This is an optimization exercise on Yosys and OpenROAD, whose aim is small area, not a production implementation.
Where RTL was checked, it was by simulation tests only, not by an equivalence proof against the original.
Only the layout flow was run in run 2; the RTL was not checked for function there.
No activity file was given, so power comes from the tool's default toggle rates.

==> design.v <==
module pll_ctrl (
    input             clk,
    input             rst,           
    input             in_valid,
    output            in_ready,
    input      [63:0] in_word,
    output            out_valid,
    input             out_ready,
    output     [63:0] out_word,
    output            synth_valid,
    output     [31:0] synth_reg
);
    localparam [3:0] FRAC_INIT = 4'd8;
    localparam [3:0] S_IDLE = 4'd0;
    localparam [3:0] S_A    = 4'd1;    
    localparam [3:0] S_BW   = 4'd2;    
    localparam [3:0] S_B    = 4'd3;    
    localparam [3:0] S_C    = 4'd4;    
    localparam [3:0] S_CHK  = 4'd5;    
    localparam [3:0] S_LOAD = 4'd6;    
    localparam [3:0] S_DIV  = 4'd7;    
    localparam [3:0] S_TAKE = 4'd8;
    localparam [3:0] S_RESP = 4'd9;
    reg  [1:0]  active_src;
    reg  [31:0] cr;             
    reg         rate_valid;
    reg  [7:0]  flags;          
    reg  [3:0]  frac_index;
    reg         first_update;
    reg         prev_valid;
    reg         iz;             
    reg  [1:0]  lock;
    reg  [2:0]  dwell;          
    reg  [31:0] IR;             
    reg  [15:0] PR;             
    reg  [7:0]  RR0, RR1, RR2, RR3;    
    reg  [3:0]  state;
    reg  [4:0]  ph;
    reg  [4:0]  step;
    reg         ans_syn;
    reg  [15:0] syn;            
    reg         sup, eq, sign;
    assign in_ready  = (state == S_TAKE);
    assign out_valid = (state == S_RESP);
    wire [2:0] t  = ph[2:0];
    wire       t0 = (t == 3'd0);
    wire       t7 = (t == 3'd7);
    wire       jlo = ~ph[4] & ~(ph[3] & ph[2] & ph[1]) | (ph[4:1] == 4'b1111);   
    wire       j0  = (ph == 5'd30);
    wire       j31 = (ph == 5'd29);
    wire [63:0] w = in_word;
    wire [1:0]  w_src = w[33:32];
    wire [7:0]  opc   = w[63:56];
    wire z55_35 = (w[55:35] == 21'd0);
    wire z55_32 = z55_35 & (w[34:32] == 3'd0);
    wire z31_16 = (w[31:16] == 16'd0);
    wire z15_8  = (w[15:8] == 8'd0);
    wire z31_0  = z31_16 & z15_8 & (w[7:0] == 8'd0);
    wire is_selsrc  = (opc == 8'h10) & z55_35 & ~w[34] & z31_0;
    wire is_rate    = ((opc == 8'h11) | (opc == 8'h30)) & z55_32;
    wire is_getstat = (opc == 8'h12) & z55_32 & z31_0;
    wire is_clrflag = (opc == 8'h13) & z55_32 & z31_16 & z15_8;
    wire is_synget  = (opc == 8'h14) & z55_32;
    wire is_refev   = (opc == 8'h20) & z55_35 & z31_16;
    wire is_los     = (opc == 8'h21) & z55_35 & ~w[34] & z31_0;
    wire is_audmsg  = (opc == 8'h40) & z55_32;
    wire is_pinport = (w[63:61] == 3'b011);
    wire is_illegal = ~(is_selsrc | is_rate | is_getstat | is_clrflag | is_synget |
                        is_refev | is_los | is_audmsg | is_pinport);
    wire fwd = (w_src == active_src) & rate_valid;
    wire wmode = (state == S_LOAD) | (state == S_DIV);
    wire msbf  = (state == S_CHK);
    wire [2:0] sel  = wmode ? t : (ph[4:2] ^ {3{msbf}});
    wire [1:0] lane = ph[1:0] ^ {2{msbf}};
    wire [31:0] wr = {w[1:0], w[31:2]};           
    wire [3:0] mw = wr[{sel, 2'b00} +: 4];
    wire       wbit = mw[lane];
    reg  [3:0] r9;
    reg  [6:0] r125;
    reg  [5:0] r49;
    reg        nz;
    wire       hfirst = (ph == 5'd2);
    function [6:0] cadd;                  
        input [6:0] t;
        input [6:0] k;
        input       en;
        integer     n;
        reg         cy, kb;
        begin
            cy = 1'b0;
            for (n = 0; n < 7; n = n + 1) begin
                kb = k[n] & en;
                cadd[n] = t[n] ^ kb ^ cy;
                cy = (t[n] & kb) | (t[n] & cy) | (kb & cy);
            end
        end
    endfunction
    wire [3:0] h9   = hfirst ? 4'd0 : r9;
    wire [6:0] h125 = hfirst ? 7'd0 : r125;
    wire [5:0] h49  = hfirst ? 6'd0 : r49;
    wire ge9   = h9[3]   | (h9[2] & (h9[1] | h9[0] | wbit));                       
    wire ge125 = h125[6] | (&h125[5:1] & (h125[0] | wbit));                        
    wire ge49  = h49[5]  | (h49[4] & h49[3] & (h49[2] | h49[1] | h49[0] | wbit));  
    wire [6:0] a9   = cadd({3'd0, h9[2:0], wbit},  7'd7,  ge9);
    wire [6:0] a125 = cadd({h125[5:0], wbit},      7'd3,  ge125);
    wire [6:0] a49  = cadd({1'b0, h49[4:0], wbit}, 7'd15, ge49);
    wire [3:0] r9n   = a9[3:0];
    wire [6:0] r125n = a125;
    wire [5:0] r49n  = a49[5:0];
    wire       nzn   = (~hfirst & nz) | wbit;
    wire d3   = (r9n == 4'd0) | (r9n == 4'd3) | (r9n == 4'd6);
    wire d9   = (r9n == 4'd0);
    wire d125 = (r125n == 7'd0);
    wire d25  = (r125n == 7'd0) | (r125n == 7'd25) | (r125n == 7'd50) |
                (r125n == 7'd75) | (r125n == 7'd100);
    wire d49  = (r49n == 6'd0);
    wire lo7z = (w[6:0] == 7'd0);
    wire supn = nzn & ((lo7z & d3 & d125) | (~w[1] & ~w[0] & d9 & d25 & d49));
    wire   wact = (step != 5'd1);         
    wire   cr_load = (state == S_LOAD) & wact;
    wire   cr_rot  = cr_load | ((state == S_DIV) & wact & is_refev);
    wire [3:0] crl = {cr[5], cr[4], cr[3], cr[2]};
    wire [31:0] cr_sh = {cr[3:0], cr[31:4]};      
    wire [31:0] cr_nx = {(cr_load ? mw[1:0] : cr_sh[31:30]), cr_sh[29:2],
                         (cr_load ? mw[3:2] : cr_sh[1:0])};
    wire engine = (state == S_DIV) & wact;
    wire m_bit  = (step == 5'd4) | (step == 5'd11) | (step == 5'd22);    
    reg  dly, dcy;
    wire [3:0] rr_o = {RR3[0], RR2[0], RR1[0], RR0[0]};
    wire [3:0] gsrc = is_refev ? crl : mw;
    wire [3:0] gl   = {gsrc[3:2] & {2{~t7}}, gsrc[1:0]};
    wire       sub  = ~sign;
    wire [3:0] dx   = {rr_o[2:0], (t0 ? m_bit : dly)};
    wire [3:0] dy   = gl ^ {4{sub}};
    wire [4:0] dc;
    wire [3:0] ds;
    assign dc[0] = t0 ? sub : dcy;
    genvar gi;
    generate for (gi = 0; gi < 4; gi = gi + 1) begin : g_fa
        assign ds[gi]   = dx[gi] ^ dy[gi] ^ dc[gi];
        assign dc[gi+1] = (dx[gi] & dy[gi]) | (dx[gi] & dc[gi]) | (dy[gi] & dc[gi]);
    end endgenerate
    wire [3:0] r0l = {1'b0, 1'b0, 1'b0, 1'b0} |
                     ((t == 3'd0) ? 4'b0011 : (t == 3'd1) ? 4'b1100 :
                      (t == 3'd2) ? 4'b0011 : (t == 3'd3) ? 4'b0010 : 4'b0000);
    wire [3:0] rr_i = engine ? ds : r0l;
    reg  c1, c2, c3, c4;
    reg  d1, d2, d3r;
    reg  z30, allz, allo;
    reg  [2:0] u;
    reg  psign, sat, satneg;
    reg  lt4, ltm3, lt17, ltm16;
    wire pr_o  = PR[0];
    wire [15:0] syn_r = {syn[1:0], syn[15:2]};    
    wire ar_o  = syn_r[ph[3:0]];
    wire a1    = ~pr_o;
    wire c1i   = j0 | c1;
    wire adv   = wbit ^ a1 ^ c1i;
    wire c1o   = (wbit & a1) | (wbit & c1i) | (a1 & c1i);
    wire a2    = ~ar_o;
    wire c2i   = j0 ? sign : c2;           
    wire elo   = adv ^ a2 ^ c2i;
    wire c2o   = (adv & a2) | (adv & c2i) | (a2 & c2i);
    wire ebit  = jlo ? elo : d1;
    wire ib    = IR[0] & ~iz;
    wire c3i   = ~j0 & c3;
    wire s3    = ib ^ ebit ^ c3i;
    wire c3o   = (ib & ebit) | (ib & c3i) | (ebit & c3i);
    wire e8    = ~((ph[4:1] == 4'b1111) | (ph == 5'd0)) & d3r;    
    wire c4i   = ~j0 & c4;
    wire pb    = s3 ^ e8 ^ c4i;
    wire c4o   = (s3 & e8) | (s3 & c4i) | (e8 & c4i);
    wire k4   = (ph == 5'd0);                                          
    wire km3  = (ph != 5'd31);                                         
    wire k17  = (ph == 5'd30) | (ph == 5'd2);                          
    wire km16 = ~((ph[4:1] == 4'b1111) | (ph[4:1] == 4'b0000));        
    wire j15  = (ph == 5'd13);
    wire lt4n   = (ebit == k4)   ? (~j0 & lt4)   : (j15 ? ebit : k4);
    wire ltm3n  = (ebit == km3)  ? (~j0 & ltm3)  : (j15 ? ebit : km3);
    wire lt17n  = (ebit == k17)  ? (~j0 & lt17)  : (j15 ? ebit : k17);
    wire ltm16n = (ebit == km16) ? (~j0 & ltm16) : (j15 ? ebit : km16);
    wire ovf      = (ib == ebit) & (s3 != ib);
    wire sat_next = ovf | (s3 & z30);
    wire       u_le4 = ~u[2] | (u[1:0] == 2'd0);
    wire       cneg  = sat ? satneg : psign;
    wire [2:0] cmag  = sat                       ? 3'd4 :
                       (!psign && allz && u_le4) ? u :
                       (psign && allo && u[2])   ? {u[1:0] == 2'd0, ^u[1:0], u[0]} :    
                                                   3'd4;
    wire       cnz   = |cmag;
    wire [2:0] smag  = first_update ? cmag : {2'b00, cnz};
    function [4:0] addsub;                
        input [3:0] a;
        input [2:0] m;
        input       sb;
        integer     n;
        reg         cy, mb;
        begin
            cy = sb;
            for (n = 0; n < 4; n = n + 1) begin
                mb = ((n < 3) ? m[n] : 1'b0) ^ sb;
                addsub[n] = a[n] ^ mb ^ cy;
                cy = (a[n] & mb) | (a[n] & cy) | (mb & cy);
            end
            addsub[4] = cy ^ sb;
        end
    endfunction
    wire [4:0] fs = addsub(frac_index, smag, cneg);
    wire [3:0] frac_new = fs[4] ? (cneg ? 4'd0 : 4'd15) : fs[3:0];
    wire a_lt4  = lt4 & ~ltm3;
    wire a_in16 = lt17 & ~ltm16;
    always @(posedge clk) begin
        IR  <= {IR[0], IR[31:1]};
        PR  <= {PR[0], PR[15:1]};
        RR0 <= {rr_i[0], RR0[7:1]};
        RR1 <= {rr_i[1], RR1[7:1]};
        RR2 <= {rr_i[2], RR2[7:1]};
        RR3 <= {rr_i[3], RR3[7:1]};
        dly <= RR3[0];
        dcy <= dc[4];
        c1 <= c1o; c2 <= c2o; c3 <= c3o; c4 <= c4o;
        d1 <= ebit; d2 <= d1; d3r <= d2;
        if (cr_rot)
            cr <= cr_nx;
        if (state == S_A && jlo && !prev_valid)
            PR[15] <= wbit;
        if (state == S_A && jlo)
            eq <= (j0 | eq) & (wbit == pr_o);
        if (state == S_B) begin
            if (jlo) PR[15] <= wbit;
            IR[31] <= s3;
            z30  <= (j0 | z30) & ~s3;
            if (ph == 5'd2 || ph == 5'd3 || ph == 5'd4)
                u <= {pb, u[2:1]};
            allz <= ((ph == 5'd5) | allz) & ~pb;
            allo <= ((ph == 5'd5) | allo) & pb;
            if (jlo) begin
                lt4 <= lt4n; ltm3 <= ltm3n; lt17 <= lt17n; ltm16 <= ltm16n;
            end
            if (j31) begin
                sat    <= sat_next;
                satneg <= ~ovf | ib;
                psign  <= s3 ^ ebit ^ c4o;
            end
        end
        if (state == S_C)
            IR[31] <= satneg ? (j0 | j31) : ~j31;
        r9 <= r9n; r125 <= r125n; r49 <= r49n; nz <= nzn;
        if (state == S_CHK && ph == 5'd1) sup <= supn;
        if (cr_load)
            eq <= (t0 | eq) & (mw == crl);
        if ((state == S_DIV) && t7) begin
            if (!wact)
                sign <= 1'b0;            
            else
                sign <= ds[3];
        end
        if (engine && t7 && step != 5'd2 && step != 5'd3)    
            syn <= {syn[14:0], ~ds[3]};
        if (rst) begin
            state        <= S_IDLE;
            ph           <= 5'd0;
            active_src   <= 2'd0;
            rate_valid   <= 1'b0;
            flags        <= 8'd0;
            frac_index   <= FRAC_INIT;
            first_update <= 1'b1;
            prev_valid   <= 1'b0;
            iz           <= 1'b1;
            lock         <= 2'd0;
            dwell        <= 3'd0;
        end else begin
            ph <= ph + 5'd1;
            case (state)
            S_IDLE: if (in_valid) begin
                if (is_rate | is_synget) begin
                    if (ph == 5'd1) state <= S_CHK;
                end else if (is_refev & fwd) begin
                    if (ph == 5'd29) state <= S_A;
                end else
                    state <= S_TAKE;
            end
            S_A: if (j31) begin
                step <= 5'd1;
                state <= (!prev_valid || eq) ? S_TAKE : S_DIV;
            end
            S_BW: if (ph == 5'd29)
                state <= S_B;
            S_B: if (j31)
                state <= sat_next ? S_C : S_TAKE;
            S_C: if (j31)
                state <= S_TAKE;
            S_CHK: if (ph == 5'd1) begin
                step <= 5'd1;
                if (!supn)
                    state <= S_TAKE;
                else
                    state <= is_synget ? S_DIV : S_LOAD;
            end
            S_LOAD: if (t7) begin
                if (wact) state <= S_TAKE;
                else step <= 5'd3;
            end
            S_DIV: if (t7) begin
                if (step == 5'd3)
                    state <= is_refev ? S_BW : S_TAKE;
                else
                    step <= {step[3:0], step[4] ^ step[2]};
            end
            S_TAKE: begin
                state   <= (is_getstat | is_synget) ? S_RESP : S_IDLE;
                ans_syn <= is_synget;
                if (is_selsrc) begin
                    if (w_src != active_src) begin
                        active_src   <= w_src;
                        iz           <= 1'b1;
                        lock         <= 2'd0;
                        dwell        <= 3'd0;
                        prev_valid   <= 1'b0;
                        first_update <= 1'b1;
                        if (rate_valid) frac_index <= FRAC_INIT;
                    end
                end
                if (is_rate) begin
                    if (!sup)
                        flags[0] <= 1'b1;
                    else if (!(rate_valid & eq)) begin
                        rate_valid   <= 1'b1;
                        frac_index   <= FRAC_INIT;
                        first_update <= 1'b1;
                        iz           <= 1'b1;
                        lock         <= 2'd0;
                        dwell        <= 3'd0;
                        prev_valid   <= 1'b0;
                    end
                end
                if (is_clrflag)
                    flags <= flags & ~(w[7:0] & 8'hEF);
                if (is_los) begin
                    if (w_src == active_src && w_src != 2'd0) begin
                        flags[5]     <= 1'b1;
                        flags[7]     <= 1'b1;
                        active_src   <= 2'd0;
                        iz           <= 1'b1;
                        lock         <= 2'd0;
                        dwell        <= 3'd0;
                        prev_valid   <= 1'b0;
                        first_update <= 1'b1;
                        if (rate_valid) frac_index <= FRAC_INIT;
                    end
                end
                if (is_refev & fwd) begin
                    if (!prev_valid)
                        prev_valid <= 1'b1;
                    else if (eq)
                        flags[3] <= 1'b1;
                    else begin
                        iz           <= 1'b0;
                        frac_index   <= frac_new;
                        first_update <= 1'b0;
                        case (lock)
                        2'd0: begin
                            lock  <= 2'd1;
                            dwell <= 3'd0;
                        end
                        2'd1: begin
                            if (a_lt4) begin
                                if (dwell == 3'd7) lock <= 2'd2;
                                else dwell <= dwell + 3'd1;
                            end else
                                dwell <= 3'd0;
                        end
                        default: begin
                            if (!a_in16) begin
                                lock  <= 2'd1;
                                dwell <= 3'd0;
                            end
                        end
                        endcase
                    end
                end
                if (is_illegal)
                    flags[6] <= 1'b1;
            end
            S_RESP: if (out_ready)
                state <= S_IDLE;
            default: state <= S_IDLE;
            endcase
        end
    end
    wire [15:0] syn_adder = syn + {15'd0, ~sign};
    wire        ss = ans_syn & sup;
    wire        sn = ~ans_syn & rate_valid;
    assign out_word[63:56] = {5'b10010, ans_syn, ~ans_syn, 1'b0};
    assign out_word[55:48] = {6'd0, ans_syn & ~sup, ss};
    assign out_word[47:40] = ans_syn ? 8'd0 : flags;
    assign out_word[39:32] = ans_syn ? {4'd0, sup, 3'd0} : {3'd0, rate_valid, lock, active_src};
    assign out_word[31:16] = sn ? cr[31:16] : 16'd0;
    assign out_word[15:0]  = ({16{sn}} & cr[15:0]) | ({16{ss}} & syn_adder);
    wire [31:0] frac_table =
        (frac_index == 4'd0 ) ? 32'h3F9DB22D :
        (frac_index == 4'd1 ) ? 32'h3FDFE131 :
        (frac_index == 4'd2 ) ? 32'h4021B7A4 :
        (frac_index == 4'd3 ) ? 32'h40640B01 :
        (frac_index == 4'd4 ) ? 32'h40A5ACF0 :
        (frac_index == 4'd5 ) ? 32'h40E75B3D :
        (frac_index == 4'd6 ) ? 32'h412914A5 :
        (frac_index == 4'd7 ) ? 32'h416B5917 :
        (frac_index == 4'd8 ) ? 32'h41AD0000 :
        (frac_index == 4'd9 ) ? 32'h41EEF723 :
        (frac_index == 4'd10) ? 32'h4230938C :
        (frac_index == 4'd11) ? 32'h427248C4 :
        (frac_index == 4'd12) ? 32'h42B4B001 :
        (frac_index == 4'd13) ? 32'h42F70F52 :
        (frac_index == 4'd14) ? 32'h4338BC4D :
                              32'h437AC0BC;
    assign synth_valid = rate_valid;
    assign synth_reg   = frac_table;
endmodule
==> flow/run.sh <==
#!/bin/bash
# Standard ORFS layout (the standard.sh, standard synthesis), with the
# smallest buffer on the ports and a clock tree of small clusters driven by
# small clock buffers, without dummy loads.
set -euo pipefail
export BUFFER_PORTS_ARGS="-buffer_cell sky130_fd_sc_hd__buf_1"
export CTS_ARGS="-sink_clustering_enable -repair_clock_nets -dont_use_dummy_load -sink_clustering_size 15 -sink_clustering_max_diameter 80 -buf_list {sky130_fd_sc_hd__clkbuf_4 sky130_fd_sc_hd__clkbuf_8}"
bash standard.sh > standard.log 2>&1
==> standard.sh <==
#!/bin/bash
# synth_recipe.tcl (not shown) runs the flow's synth.tcl, then flattens the netlist and writes it again
# the make line also repeats each setting of config.mk as NAME=value (left out here)
make -C /OpenROAD-flow-scripts/flow DESIGN_CONFIG=/design/flow/config.mk WORK_HOME=/design/flow/orfs CLKGATE_MAP_FILE= SYNTH_SCRIPT=/design/flow/synth_recipe.tcl "${@:-finish}"
==> config.mk <==
export PLATFORM = sky130hd
export DESIGN_NAME = pll_ctrl
export DESIGN_NICKNAME = pll_ctrl
export VERILOG_FILES = /design/flow/design.v
export SDC_FILE = /design/flow/constraint.sdc
export NUM_CORES = 4
export LEC_CHECK = 0
export CAP_MARGIN = 20
export CORE_MARGIN = 2
export CORE_UTILIZATION = 55
export PLACE_DENSITY = 0.65
export SLEW_MARGIN = 20
==> constraint.sdc <==
create_clock -name core_clock -period 20.0 [get_ports {clk}]
set_input_delay 4.0000 -clock core_clock [delete_from_list [all_inputs] [get_ports {clk}]]
set_output_delay 4.0000 -clock core_clock [all_outputs]
set_load 0.01 [all_outputs]
==> results.txt, run 1 <==
* Wire length of the first global-routing pass at 38000 um
* Worst endpoint required time at 20460 ps
* CTS Hold Buffers Added at 0
* Netlist area before placement at 0.0102 mm2
* Number of diodes added for antenna fixing at 0
* Post-detailed-routing wire length at 24500 um
* Hold path start: PR[1]
* DPL Wire Length at 18400 um
* Final Net Count at 1305
* Clock slew at reported path FFs at 100 ps
* Final TNS setup at 0 ps
* Residual DRC count at 0
* Most used flip-flop cell after synthesis: sky130_fd_sc_hd__dfxtp_1
* Number of antenna violations at the first check in global routing at 0
* Leakage power of the design at 4.06 nW
* Endpoints failing setup at 0
* Number of levels in the clock H-tree at 1
* Area Growth Syn to Fin at 7.95%
* Portion of total power attributed to combinational logic at 27.6%
* Normalized max-slew margin at 39.2%
* # resized after CTS at 0
* Crit path top cell by count: sky130_fd_sc_hd__fa_1
* Endpoint of the worst-slack reg-to-reg timing path: state[3]
* CP Max Fanout at 8
* Number of cells on the worst hold path at 0
* Most common cell after layout, fill and taps aside: sky130_fd_sc_hd__buf_1
* Area share of the largest cell type after synthesis at 27.0%
* Register-to-Register Setup Slack at 13440 ps
* Clock tree sinks at 208
* Power density over cell area at 86.8 mW/mm2
* Antenna Violating Nets Remaining at 0
* Vias at 8149
* Reg2Reg Depth at 20
* Height of the die at 140 um
* Final weighted congestion in routability-driven placement at 0.904
* Boundary pin count at 167
* Startpoint of the most critical register-to-register path: state[2]
* Total Die Area at 0.0197 mm2
* Insertion delay to the later sink of the worst-skew pair at 510 ps
* Category of the worst setup path capture point: flip-flop
* # rows at 49
* Number of synthesized flops with an enable pin at 70
* Clock share of power at 20.8%
* Stage delay of the slowest cell on the critical path at 690 ps
* Count of pins over their slew limit at 0
* Slowest stage cell, crit path: sky130_fd_sc_hd__fa_1
* Mapped Cells at 1071
* Type of the tightest min-delay check: flip-flop to flip-flop
* Sw Share at 30.5%
* Worst hold path endpoint: PR[0]
* Worst setup SP type: input port
* Time the worst path needs with I/O delays and setup at 8360 ps
* Global-route total usage across every layer at 24.1%
* Synth top area cells: sky130_fd_sc_hd__dfxtp_1, sky130_fd_sc_hd__edfxtp_1, sky130_fd_sc_hd__nand2_1
* Cell family with most CP delay: adder cells
* Power Internal at 0.667 mW
* Hold Fails Final Rpt at 0
* YS warnings at 1
* Syn Area/Cell at 9.56 um2
* Cts bufs inserted at 17
* Non-filler instance count after layout at 1421
* Clock root buffer: sky130_fd_sc_hd__clkbuf_8
* Worst Setup Path Type: input port to flip-flop
* Max Clock Skew at 44.3 ps
* Number of detailed-route iterations in the first pass at 5
* Drt first-iter violations at 596
* Max-Cap Viols at 0
* Number of distinct library cell variants in the gate-level netlist after synthesis at 84
* Core Area at 0.0181 mm2
* RSZ-0062 raised after global routing: false
* Fraction of the yosys area taken by sequential cells at 47.5%
* Final worst-path cycle share at 41.8%
* Total overflow reported by the global router at 0
* Series of cell instances along the critical path: buf_1, mux2i_1, mux4_2, a22o_1, or2_4, inv_1, fa_1, fa_1, mux2i_1, buf_4, inv_1, fa_1, nor3b_1, a21oi_1, nand2_1, nor2_1, a21oi_1, o32ai_1, o31a_1
* CTS tree: yes
* Cell taking the most area after synthesis: sky130_fd_sc_hd__dfxtp_1
* Initial standard-cell utilization of the core at 56.4%
* Slew at the pin closest to its max-slew limit at 906 ps
* Register share of total power at 51.6%
* Leading cell types in the layout, fill and taps excluded: sky130_fd_sc_hd__buf_1, sky130_fd_sc_hd__dfxtp_1, sky130_fd_sc_hd__nand2_1
* CP arrival at 8830 ps
* Via count of the first global-routing pass at 7360
* NetSw at 0.293 mW
* Highest ir drop seen on vdd at 0.0797 mV
* Pin count of the biggest net entering global routing at 34
* Result of the run: complete, no violations
* Number of fill cells in the layout at 1609
* Horiz. Die Dim at 140 um
* Via count normalized by instance count at 5.73
* Cell total after placement at 1404
* Input/output buffers at 149
* Share of flip-flops with an asynchronous set or reset after synthesis at 0%
* Buffering stage count on the worst path with inverters included at 4
* Setup bufs post-CTS at 0
* Routed wirelength normalized by instance count at 17.2 um
* Number of buffers on the longest clock path at 3
* Maximum clock rate at 120 MHz
* Number of register bits inferred by synthesis at 208
* Proportion of layout cells with a drive suffix above 1 at 4.19%
==> worst reg2reg max path, cell delays in order (launching register included) <==
cell and delay, ps:
sky130_fd_sc_hd__dfxtp_1 700, sky130_fd_sc_hd__nand2b_4 160, sky130_fd_sc_hd__a21oi_1 540, sky130_fd_sc_hd__or2_1 470
sky130_fd_sc_hd__mux4_2 620, sky130_fd_sc_hd__a22o_1 260, sky130_fd_sc_hd__or2_4 290, sky130_fd_sc_hd__inv_1 260
sky130_fd_sc_hd__fa_1 510, sky130_fd_sc_hd__fa_1 440, sky130_fd_sc_hd__mux2i_1 140, sky130_fd_sc_hd__buf_4 200
sky130_fd_sc_hd__inv_1 120, sky130_fd_sc_hd__fa_1 690, sky130_fd_sc_hd__nor3b_1 90, sky130_fd_sc_hd__a21oi_1 260
sky130_fd_sc_hd__nand2_1 90, sky130_fd_sc_hd__nor2_1 110, sky130_fd_sc_hd__a21oi_1 50, sky130_fd_sc_hd__o32ai_1 330
sky130_fd_sc_hd__o31a_1 180
==> power by group through the flow <==
stage          Clock, mW  Combinational (mW)  Sequential (mW)
6_report           0.200               0.264            0.495
5_1_grt            0.223               0.301            0.499
4_1_cts            0.208               0.264            0.495
3_5_place_dp           0               0.262            0.505
3_3_place_gp           0               0.260            0.504
2_1_floorplan          0               0.206            0.498
==> synthesized netlist by cell type, drive strengths merged, types with 28 or more instances <==
cell type  number
clkbuf         32
buf            33
inv            43
nand2         122
edfxtp         70
and2           35
nor2           91
ha             28
dfxtp         138
a21oi          56
o21ai          77
nand3          31
==> per-stage QoR <==
step           setup WS [ps]  instance area [um2]  hold WS (ps)  utilization (%)  power [mW]
2_1_floorplan          11520                10300           310                -       0.703
3_3_place_gp           11200                10800           310             59.6       0.764
3_5_place_dp           11130                10800           312             59.6       0.767
4_1_cts                11670                11100           323             60.9       0.967
5_1_grt                11350                11100           331             60.9        1.02
6_report               11640                11100           315             60.9       0.959
==> routing by layer <==
metal | global-route usage [%] | share of wire, %
met3 | 3.66 | 5.4
met2 | 37.5 | 44
met5 | 0 | 0
met1 | 34.7 | 47
met4 | 8.32 | 3.2
==> how the worst max path moves through the flow <==
stage / from / to / slack [ps] / depth (start not counted)
floorplan: in_word[2] / state[3] / 11520 / 17
global placement: in_word[10] / state[3] / 11200 / 19
detailed placement: in_word[7] / state[3] / 11130 / 19
CTS: in_word[7] / state[3] / 11670 / 19
global route: in_word[7] / state[3] / 11350 / 19
finish: in_word[7] / state[3] / 11640 / 19
==> sequential cells by signal, indices dropped and copies added (netlist names), 3 cells and up <==
| name | cells |
|---|---|
| IR | 32 |
| cr | 32 |
| PR | 16 |
| syn | 16 |
| RR0 | 8 |
| RR1 | 8 |
| RR2 | 8 |
| RR3 | 8 |
| flags | 7 |
| r125 | 7 |
| r49 | 6 |
| ph | 5 |
| step | 5 |
| frac_index | 4 |
| r9 | 4 |
| state | 4 |
| dwell | 3 |
| u | 3 |
==> cells by family (layout without fill, tap and decap cells) <==
| group | after synthesis | in the layout | share of synthesized area, % |
|---|---|---|---|
| xor gates and xnor gates | 45 | 45 | 3.85 |
| DFF | 208 | 208 | 47.5 |
| AOI/OAI and AO/OA | 221 | 221 | 13.8 |
| other | 2 | 17 | 0.0733 |
| buffers and inverters | 114 | 220 | 5.33 |
| and+or+nand+nor | 420 | 420 | 20.5 |
| adders and majority gates | 43 | 43 | 6.35 |
| muxes | 18 | 18 | 2.52 |
==> final cells by class <==
| cell class | count | area, um2 | area share (%) |
|---|---|---|---|
| Clock buffer | 17 | 234 | 2.12 |
| Inverter | 49 | 184 | 1.66 |
| Multi-Input combinational cell | 764 | 4890 | 44.2 |
| Sequential cell | 208 | 4860 | 44.0 |
| Tap cell | 229 | 287 | 2.59 |
| Timing Repair Buffer | 154 | 597 | 5.40 |
==> run 2: changes to the inputs <==
--- a/design.v
+++ b/design.v
@@ -45,9 +45,10 @@
     wire [2:0] t  = ph[2:0];
     wire       t0 = (t == 3'd0);
     wire       t7 = (t == 3'd7);
-    wire       jlo = ~ph[4] & ~(ph[3] & ph[2] & ph[1]) | (ph[4:1] == 4'b1111);   
-    wire       j0  = (ph == 5'd30);
-    wire       j31 = (ph == 5'd29);
+    wire [4:0] j  = ph + 5'd2;            
+    wire       jlo = ~j[4];
+    wire       j0  = (j == 5'd0);
+    wire       j31 = (j == 5'd31);
     wire [63:0] w = in_word;
     wire [1:0]  w_src = w[33:32];
     wire [7:0]  opc   = w[63:56];
@@ -80,33 +81,12 @@
     reg  [5:0] r49;
     reg        nz;
     wire       hfirst = (ph == 5'd2);
-    function [6:0] cadd;                  
-        input [6:0] t;
-        input [6:0] k;
-        input       en;
-        integer     n;
-        reg         cy, kb;
-        begin
-            cy = 1'b0;
-            for (n = 0; n < 7; n = n + 1) begin
-                kb = k[n] & en;
-                cadd[n] = t[n] ^ kb ^ cy;
-                cy = (t[n] & kb) | (t[n] & cy) | (kb & cy);
-            end
-        end
-    endfunction
-    wire [3:0] h9   = hfirst ? 4'd0 : r9;
-    wire [6:0] h125 = hfirst ? 7'd0 : r125;
-    wire [5:0] h49  = hfirst ? 6'd0 : r49;
-    wire ge9   = h9[3]   | (h9[2] & (h9[1] | h9[0] | wbit));                       
-    wire ge125 = h125[6] | (&h125[5:1] & (h125[0] | wbit));                        
-    wire ge49  = h49[5]  | (h49[4] & h49[3] & (h49[2] | h49[1] | h49[0] | wbit));  
-    wire [6:0] a9   = cadd({3'd0, h9[2:0], wbit},  7'd7,  ge9);
-    wire [6:0] a125 = cadd({h125[5:0], wbit},      7'd3,  ge125);
-    wire [6:0] a49  = cadd({1'b0, h49[4:0], wbit}, 7'd15, ge49);
-    wire [3:0] r9n   = a9[3:0];
-    wire [6:0] r125n = a125;
-    wire [5:0] r49n  = a49[5:0];
+    wire [4:0] t9   = {(hfirst ? 4'd0 : r9),   wbit};
+    wire [7:0] t125 = {(hfirst ? 7'd0 : r125), wbit};
+    wire [6:0] t49  = {(hfirst ? 6'd0 : r49),  wbit};
+    wire [3:0] r9n   = (t9   >= 5'd9)   ? t9   - 5'd9   : t9[3:0];
+    wire [6:0] r125n = (t125 >= 8'd125) ? t125 - 8'd125 : t125[6:0];
+    wire [5:0] r49n  = (t49  >= 7'd49)  ? t49  - 7'd49  : t49[5:0];
     wire       nzn   = (~hfirst & nz) | wbit;
     wire d3   = (r9n == 4'd0) | (r9n == 4'd3) | (r9n == 4'd6);
     wire d9   = (r9n == 4'd0);
@@ -116,7 +96,7 @@
     wire d49  = (r49n == 6'd0);
     wire lo7z = (w[6:0] == 7'd0);
     wire supn = nzn & ((lo7z & d3 & d125) | (~w[1] & ~w[0] & d9 & d25 & d49));
-    wire   wact = (step != 5'd1);         
+    wire   wact = (step != 5'd18);        
     wire   cr_load = (state == S_LOAD) & wact;
     wire   cr_rot  = cr_load | ((state == S_DIV) & wact & is_refev);
     wire [3:0] crl = {cr[5], cr[4], cr[3], cr[2]};
@@ -124,7 +104,7 @@
     wire [31:0] cr_nx = {(cr_load ? mw[1:0] : cr_sh[31:30]), cr_sh[29:2],
                          (cr_load ? mw[3:2] : cr_sh[1:0])};
     wire engine = (state == S_DIV) & wact;
-    wire m_bit  = (step == 5'd4) | (step == 5'd11) | (step == 5'd22);    
+    wire m_bit  = (step == 5'd16) | (step == 5'd12) | (step == 5'd11);    
     reg  dly, dcy;
     wire [3:0] rr_o = {RR3[0], RR2[0], RR1[0], RR0[0]};
     wire [3:0] gsrc = is_refev ? crl : mw;
@@ -166,47 +146,34 @@
     wire c3i   = ~j0 & c3;
     wire s3    = ib ^ ebit ^ c3i;
     wire c3o   = (ib & ebit) | (ib & c3i) | (ebit & c3i);
-    wire e8    = ~((ph[4:1] == 4'b1111) | (ph == 5'd0)) & d3r;    
+    wire e8    = (j >= 5'd3) & d3r;
     wire c4i   = ~j0 & c4;
     wire pb    = s3 ^ e8 ^ c4i;
     wire c4o   = (s3 & e8) | (s3 & c4i) | (e8 & c4i);
-    wire k4   = (ph == 5'd0);                                          
-    wire km3  = (ph != 5'd31);                                         
-    wire k17  = (ph == 5'd30) | (ph == 5'd2);                          
-    wire km16 = ~((ph[4:1] == 4'b1111) | (ph[4:1] == 4'b0000));        
-    wire j15  = (ph == 5'd13);
+    wire k4   = (j == 5'd2);
+    wire km3  = (j != 5'd1);
+    wire k17  = (j == 5'd0) | (j == 5'd4);
+    wire km16 = (j >= 5'd4);
+    wire j15  = (j == 5'd15);
     wire lt4n   = (ebit == k4)   ? (~j0 & lt4)   : (j15 ? ebit : k4);
     wire ltm3n  = (ebit == km3)  ? (~j0 & ltm3)  : (j15 ? ebit : km3);
     wire lt17n  = (ebit == k17)  ? (~j0 & lt17)  : (j15 ? ebit : k17);
     wire ltm16n = (ebit == km16) ? (~j0 & ltm16) : (j15 ? ebit : km16);
     wire ovf      = (ib == ebit) & (s3 != ib);
     wire sat_next = ovf | (s3 & z30);
-    wire       u_le4 = ~u[2] | (u[1:0] == 2'd0);
-    wire       cneg  = sat ? satneg : psign;
-    wire [2:0] cmag  = sat                       ? 3'd4 :
-                       (!psign && allz && u_le4) ? u :
-                       (psign && allo && u[2])   ? {u[1:0] == 2'd0, ^u[1:0], u[0]} :    
-                                                   3'd4;
-    wire       cnz   = |cmag;
-    wire [2:0] smag  = first_update ? cmag : {2'b00, cnz};
-    function [4:0] addsub;                
-        input [3:0] a;
-        input [2:0] m;
-        input       sb;
-        integer     n;
-        reg         cy, mb;
-        begin
-            cy = sb;
-            for (n = 0; n < 4; n = n + 1) begin
-                mb = ((n < 3) ? m[n] : 1'b0) ^ sb;
-                addsub[n] = a[n] ^ mb ^ cy;
-                cy = (a[n] & mb) | (a[n] & cy) | (mb & cy);
-            end
-            addsub[4] = cy ^ sb;
-        end
-    endfunction
-    wire [4:0] fs = addsub(frac_index, smag, cneg);
-    wire [3:0] frac_new = fs[4] ? (cneg ? 4'd0 : 4'd15) : fs[3:0];
+    reg signed [3:0] c;
+    always @(*) begin
+        if (sat)
+            c = satneg ? -4'sd4 : 4'sd4;
+        else if (!psign)
+            c = (allz && u <= 3'd4) ? $signed({1'b0, u}) : 4'sd4;
+        else
+            c = (allo && u[2]) ? $signed({1'b1, u}) : -4'sd4;
+    end
+    wire signed [3:0] stp = first_update ? c :
+                            (c == 4'sd0) ? 4'sd0 : (c[3] ? -4'sd1 : 4'sd1);
+    wire signed [5:0] fsum = $signed({2'b00, frac_index}) + stp;
+    wire [3:0] frac_new = fsum[5] ? 4'd0 : (fsum[4] ? 4'd15 : fsum[3:0]);
     wire a_lt4  = lt4 & ~ltm3;
     wire a_in16 = lt17 & ~ltm16;
     always @(posedge clk) begin
@@ -230,10 +197,10 @@
             if (jlo) PR[15] <= wbit;
             IR[31] <= s3;
             z30  <= (j0 | z30) & ~s3;
-            if (ph == 5'd2 || ph == 5'd3 || ph == 5'd4)
+            if (j == 5'd4 || j == 5'd5 || j == 5'd6)
                 u <= {pb, u[2:1]};
-            allz <= ((ph == 5'd5) | allz) & ~pb;
-            allo <= ((ph == 5'd5) | allo) & pb;
+            allz <= ((j == 5'd7) | allz) & ~pb;
+            allo <= ((j == 5'd7) | allo) & pb;
             if (jlo) begin
                 lt4 <= lt4n; ltm3 <= ltm3n; lt17 <= lt17n; ltm16 <= ltm16n;
             end
@@ -255,7 +222,7 @@
             else
                 sign <= ds[3];
         end
-        if (engine && t7 && step != 5'd2 && step != 5'd3)    
+        if (engine && t7 && step != 5'd17 && step != 5'd0)
             syn <= {syn[14:0], ~ds[3]};
         if (rst) begin
             state        <= S_IDLE;
@@ -281,7 +248,7 @@
                     state <= S_TAKE;
             end
             S_A: if (j31) begin
-                step <= 5'd1;
+                step <= 5'd18;
                 state <= (!prev_valid || eq) ? S_TAKE : S_DIV;
             end
             S_BW: if (ph == 5'd29)
@@ -291,7 +258,7 @@
             S_C: if (j31)
                 state <= S_TAKE;
             S_CHK: if (ph == 5'd1) begin
-                step <= 5'd1;
+                step <= 5'd18;
                 if (!supn)
                     state <= S_TAKE;
                 else
@@ -299,13 +266,15 @@
             end
             S_LOAD: if (t7) begin
                 if (wact) state <= S_TAKE;
-                else step <= 5'd3;
+                else step <= 5'd0;
             end
             S_DIV: if (t7) begin
-                if (step == 5'd3)
+                if (!wact)
+                    step <= 5'd17;
+                else if (step == 5'd0)
                     state <= is_refev ? S_BW : S_TAKE;
                 else
-                    step <= {step[3:0], step[4] ^ step[2]};
+                    step <= step - 5'd1;
             end
             S_TAKE: begin
                 state   <= (is_getstat | is_synget) ? S_RESP : S_IDLE;
==> run 2 against run 1 <==
  * Cell count rose by 8.3%
  * Clock skew decreased by 8.2 ps
  * Highest routed layer is now met5
  * Largest cell class unchanged
  * Critical endpoint unchanged
  * Fmax fell by 4.2%
  * Still clean
  * Register-to-register slack got worse by 50 ps
==> results.txt, run 2 <==
* Result of the run: complete, no violations
* Final total power at 0.983 mW (+2.4%)
* Global-route total usage across every layer at 25.9% (+1.8 points)
* Horiz. Die Dim at 143 um (+2.0%)
* Area share of the largest cell type after synthesis at 25.9% (-1.1 points)
* Worst Setup Path Type: input port to flip-flop
* Category of the worst setup path capture point: flip-flop
* Boundary pin count at 167 (unchanged)
* Number of antenna violations at the first check in global routing at 2 (+2)
* Slew at the pin closest to its max-slew limit at 812 ps (-94.4 ps)
* Post-detailed-routing wire length at 26900 um (+9.9%)
* Pin count of the biggest net entering global routing at 37 (+8.8%)
* Total overflow reported by the global router at 0 (unchanged)
* Vias at 8923 (+9.5%)
* Final Net Count at 1387 (+6.3%)
* Residual DRC count at 0 (unchanged)
* Number of synthesized flops with an enable pin at 70 (unchanged)
* Highest ir drop seen on vdd at 0.0850 mV (+6.6%)
* Number of buffers on the longest clock path at 3 (unchanged)
* Largest registers ranked by flip-flop count: IR (32), cr (32)
* Leading cell types in the layout, fill and taps excluded: sky130_fd_sc_hd__buf_1, sky130_fd_sc_hd__dfxtp_1, sky130_fd_sc_hd__nor2_1
* Drt first-iter violations at 577 (-3.2%)
* Leakage power of the design at 4.25 nW (+4.6%)
* Non-filler instance count after layout at 1539 (+8.3%)
* Final Cell Area at 0.0115 mm2 (+3.9%)
* Final weighted congestion in routability-driven placement at 0.928 (+2.6%)
* Synth top area cells: sky130_fd_sc_hd__dfxtp_1, sky130_fd_sc_hd__edfxtp_1, sky130_fd_sc_hd__nor2_1
* RSZ-0062 raised after global routing: false
* Normalized max-slew margin at 45.9% (+6.7 points)
* Post-route setup slack at 11270 ps (-366 ps)
* Netlist area before placement at 0.0107 mm2 (+4.1%)
* Number of distinct library cell variants in the gate-level netlist after synthesis at 83 (-1.2%)
* DP Worst Slack at 10840 ps (-295 ps)
* Input/output buffers at 149 (unchanged)
* Height of the die at 143 um (+2.0%)
* Endpoints failing setup at 0 (unchanged)
* Most common cell after layout, fill and taps aside: sky130_fd_sc_hd__buf_1
* Area Growth Syn to Fin at 7.72%
* # resized after CTS at 0 (unchanged)
* Fraction of the yosys area taken by sequential cells at 45.6% (-1.9 points)
* Clock tree sinks at 208 (unchanged)
* Via count of the first global-routing pass at 7972 (+8.3%)
* Hold Fails Final Rpt at 0 (unchanged)
* Final worst-path cycle share at 43.7% (+1.8 points)
* Clock slew at reported path FFs at 90 ps (about the same)
* Total Die Area at 0.0205 mm2 (+4.0%)
* Cell total after placement at 1521 (+8.3%)
* Maximum clock rate at 115 MHz (-4.2%)
* Type of the tightest min-delay check: flip-flop to flip-flop
* Most used flip-flop cell after synthesis: sky130_fd_sc_hd__dfxtp_1
* CP Max Fanout at 30 (+22)
* Via count normalized by instance count at 5.80 (+1.1%)
* # rows at 50 (+2.0%)
* Power density over cell area at 85.6 mW/mm2 (-1.4%)
* Worst endpoint required time at 20370 ps (-90 ps)
* Final TNS setup at 0 ps (unchanged)
* Number of levels in the clock H-tree at 1 (unchanged)
* Max-Cap Viols at 0 (unchanged)
* Clock root buffer: sky130_fd_sc_hd__clkbuf_8
* Routed wirelength normalized by instance count at 17.5 um (+1.4%)
* Number of register bits inferred by synthesis at 208 (unchanged)
* Worst setup SP type: input port
* Time the worst path needs with I/O delays and setup at 8730 ps (+366 ps)
* Share of flip-flops with an asynchronous set or reset after synthesis at 0% (unchanged)
* Cell types with the highest counts after synthesis: sky130_fd_sc_hd__dfxtp_1, sky130_fd_sc_hd__nor2_1, sky130_fd_sc_hd__nand2_1, sky130_fd_sc_hd__o21ai_0, sky130_fd_sc_hd__a21oi_1
* Core Area at 0.0189 mm2 (+4.1%)
* CP arrival at 9100 ps (+270 ps)
* Proportion of layout cells with a drive suffix above 1 at 5.01% (+0.81 points)
* Setup bufs post-CTS at 0 (unchanged)
* Wire length of the first global-routing pass at 42200 um (+11%)
* Antenna Violating Nets Remaining at 0 (unchanged)
* CTS Hold Buffers Added at 0 (unchanged)
* Cell taking the most area after synthesis: sky130_fd_sc_hd__dfxtp_1
* CTS tree: yes
* Number of detailed-route iterations in the first pass at 6 (+1)
* YS warnings at 1 (unchanged)
* Mapped Cells at 1164 (+8.7%)
* Max Clock Skew at 36.0 ps (-8.24 ps)
* Insertion delay to the later sink of the worst-skew pair at 520 ps (about the same)
* Initial standard-cell utilization of the core at 56.4% (about the same)
* Post-placement cell area at 0.0113 mm2 (+4.0%)
* DPL Wire Length at 20000 um (+8.7%)
* Syn Area/Cell at 9.16 um2 (-4.2%)
* Cts bufs inserted at 17 (unchanged)
* Count of pins over their slew limit at 0 (unchanged)
-- run 2: cell count changes after synthesis, moves of 7 or more --
cell / previous run / this run
sky130_fd_sc_hd__a2111oi_0: 0 / 13
sky130_fd_sc_hd__a21oi_1: 55 / 73
sky130_fd_sc_hd__and2_1: 35 / 27
sky130_fd_sc_hd__and3_1: 10 / 17
sky130_fd_sc_hd__nand2_1: 121 / 109
sky130_fd_sc_hd__nand3_1: 31 / 39
sky130_fd_sc_hd__nor2_1: 91 / 138
sky130_fd_sc_hd__o2111ai_1: 8 / 1
sky130_fd_sc_hd__xor2_1: 23 / 15
-- run 2: kinds of logic (layout without fill, tap and decap cells) --
kind of cell | count (synthesis) | after routing | synth area share (%)
adders and majority gates | 40 | 40 | 5.30
AOI/OAI and AO/OA | 264 | 264 | 15.8
xor gates and xnor gates | 43 | 43 | 3.53
and+or+nand+nor | 470 | 470 | 21.9
buffers and inverters | 118 | 217 | 5.42
muxes | 19 | 19 | 2.42
DFF | 208 | 208 | 45.6
other | 2 | 18 | 0.0704
-- run 2: critical path, stage by stage --
cell and delay, ps:
sky130_fd_sc_hd__buf_1 350, sky130_fd_sc_hd__o21ai_0 180, sky130_fd_sc_hd__a32o_1 310, sky130_fd_sc_hd__mux2i_1 250, sky130_fd_sc_hd__o2111a_1 260, sky130_fd_sc_hd__buf_4 340
sky130_fd_sc_hd__fa_1 470, sky130_fd_sc_hd__inv_1 90, sky130_fd_sc_hd__fa_1 430, sky130_fd_sc_hd__a21o_1 220, sky130_fd_sc_hd__inv_1 240, sky130_fd_sc_hd__fa_1 570
sky130_fd_sc_hd__o41ai_1 550, sky130_fd_sc_hd__a21oi_1 160, sky130_fd_sc_hd__a22oi_1 210, sky130_fd_sc_hd__o21ai_0 110, sky130_fd_sc_hd__a21oi_1 150, sky130_fd_sc_hd__or3_1 120
sky130_fd_sc_hd__o211ai_1 70
-- run 2: final cells by class --
type,instances,area (um2)
fill,1734,7410
multi-input combinational,853,5280
sequential,208,4860
timing repair buffer,156,612
tap,260,325
clock buffer,17,234
inverter,44,165
antenna,1,2.50
-- run 2: worst paths after layout --
kind	startpoint	end	slack, ps	cells after the start
setup / recovery	in_word[0]	state[3]	11270	19
hold / removal	RR3[2]	RR3[1]	330	0
setup reg to reg	state[1]	state[3]	13390	20
hold reg to reg	RR3[2]	RR3[1]	330	0
-- run 2: per-stage QoR --
stage	utilization, %	hold WS [ps]
floorplan	-	310
global placement	59.5	310
detailed placement	59.5	312
CTS	60.8	331
global route	60.8	338
finish	60.8	327
-- run 2: per-layer routing --
layer | up-vias | wire [um] | global-route usage, %
met3 | 51 | 2190 | 4.43
met4 | 2 | 601 | 7.07
met2 | 380 | 12100 | 41.1
met1 | 4156 | 12000 | 36.6
li1 | 4334 | - | -
met5 | - | 13 | 0
-- run 2: report_power, final --
part           leakage, nW  total (mW)  switching (mW)  internal (mW)
clock network        0.122       0.203           0.127         0.0767
registers             1.77       0.509          0.0317          0.478
logic                 2.36       0.270           0.159          0.111
total                 4.25       0.983           0.318          0.665

separate check: timing with driven ports:
The results above use ideal ports. As a check the final layouts listed here were re-extracted and re-timed, cells and wires unchanged. Step 1: set_driving_cell puts a clkbuf_16 on clk and a buf_2 on each other input, an assumption about the parent block. Step 2 also shifts input and output timing later by t, the mid clock arrival at the registers, as if the neighbouring blocks saw the same clock. a / b / c = ideal ports / drivers / drivers and shift; a / b = the first two.
run | shift t [ns] | setup slack, ns | cell pins on the clock port's net
run 1 | 0.532 | 11.636 / 11.649 / 11.118 | 1
run 2 | 0.541 | 11.270 / 11.288 / 10.747 | 1
After both steps setup and hold are still met in every run listed. For run 2, which loses most, drivers alone change the setup slack by +0.018 ns; drivers and shift together by -0.523 ns.
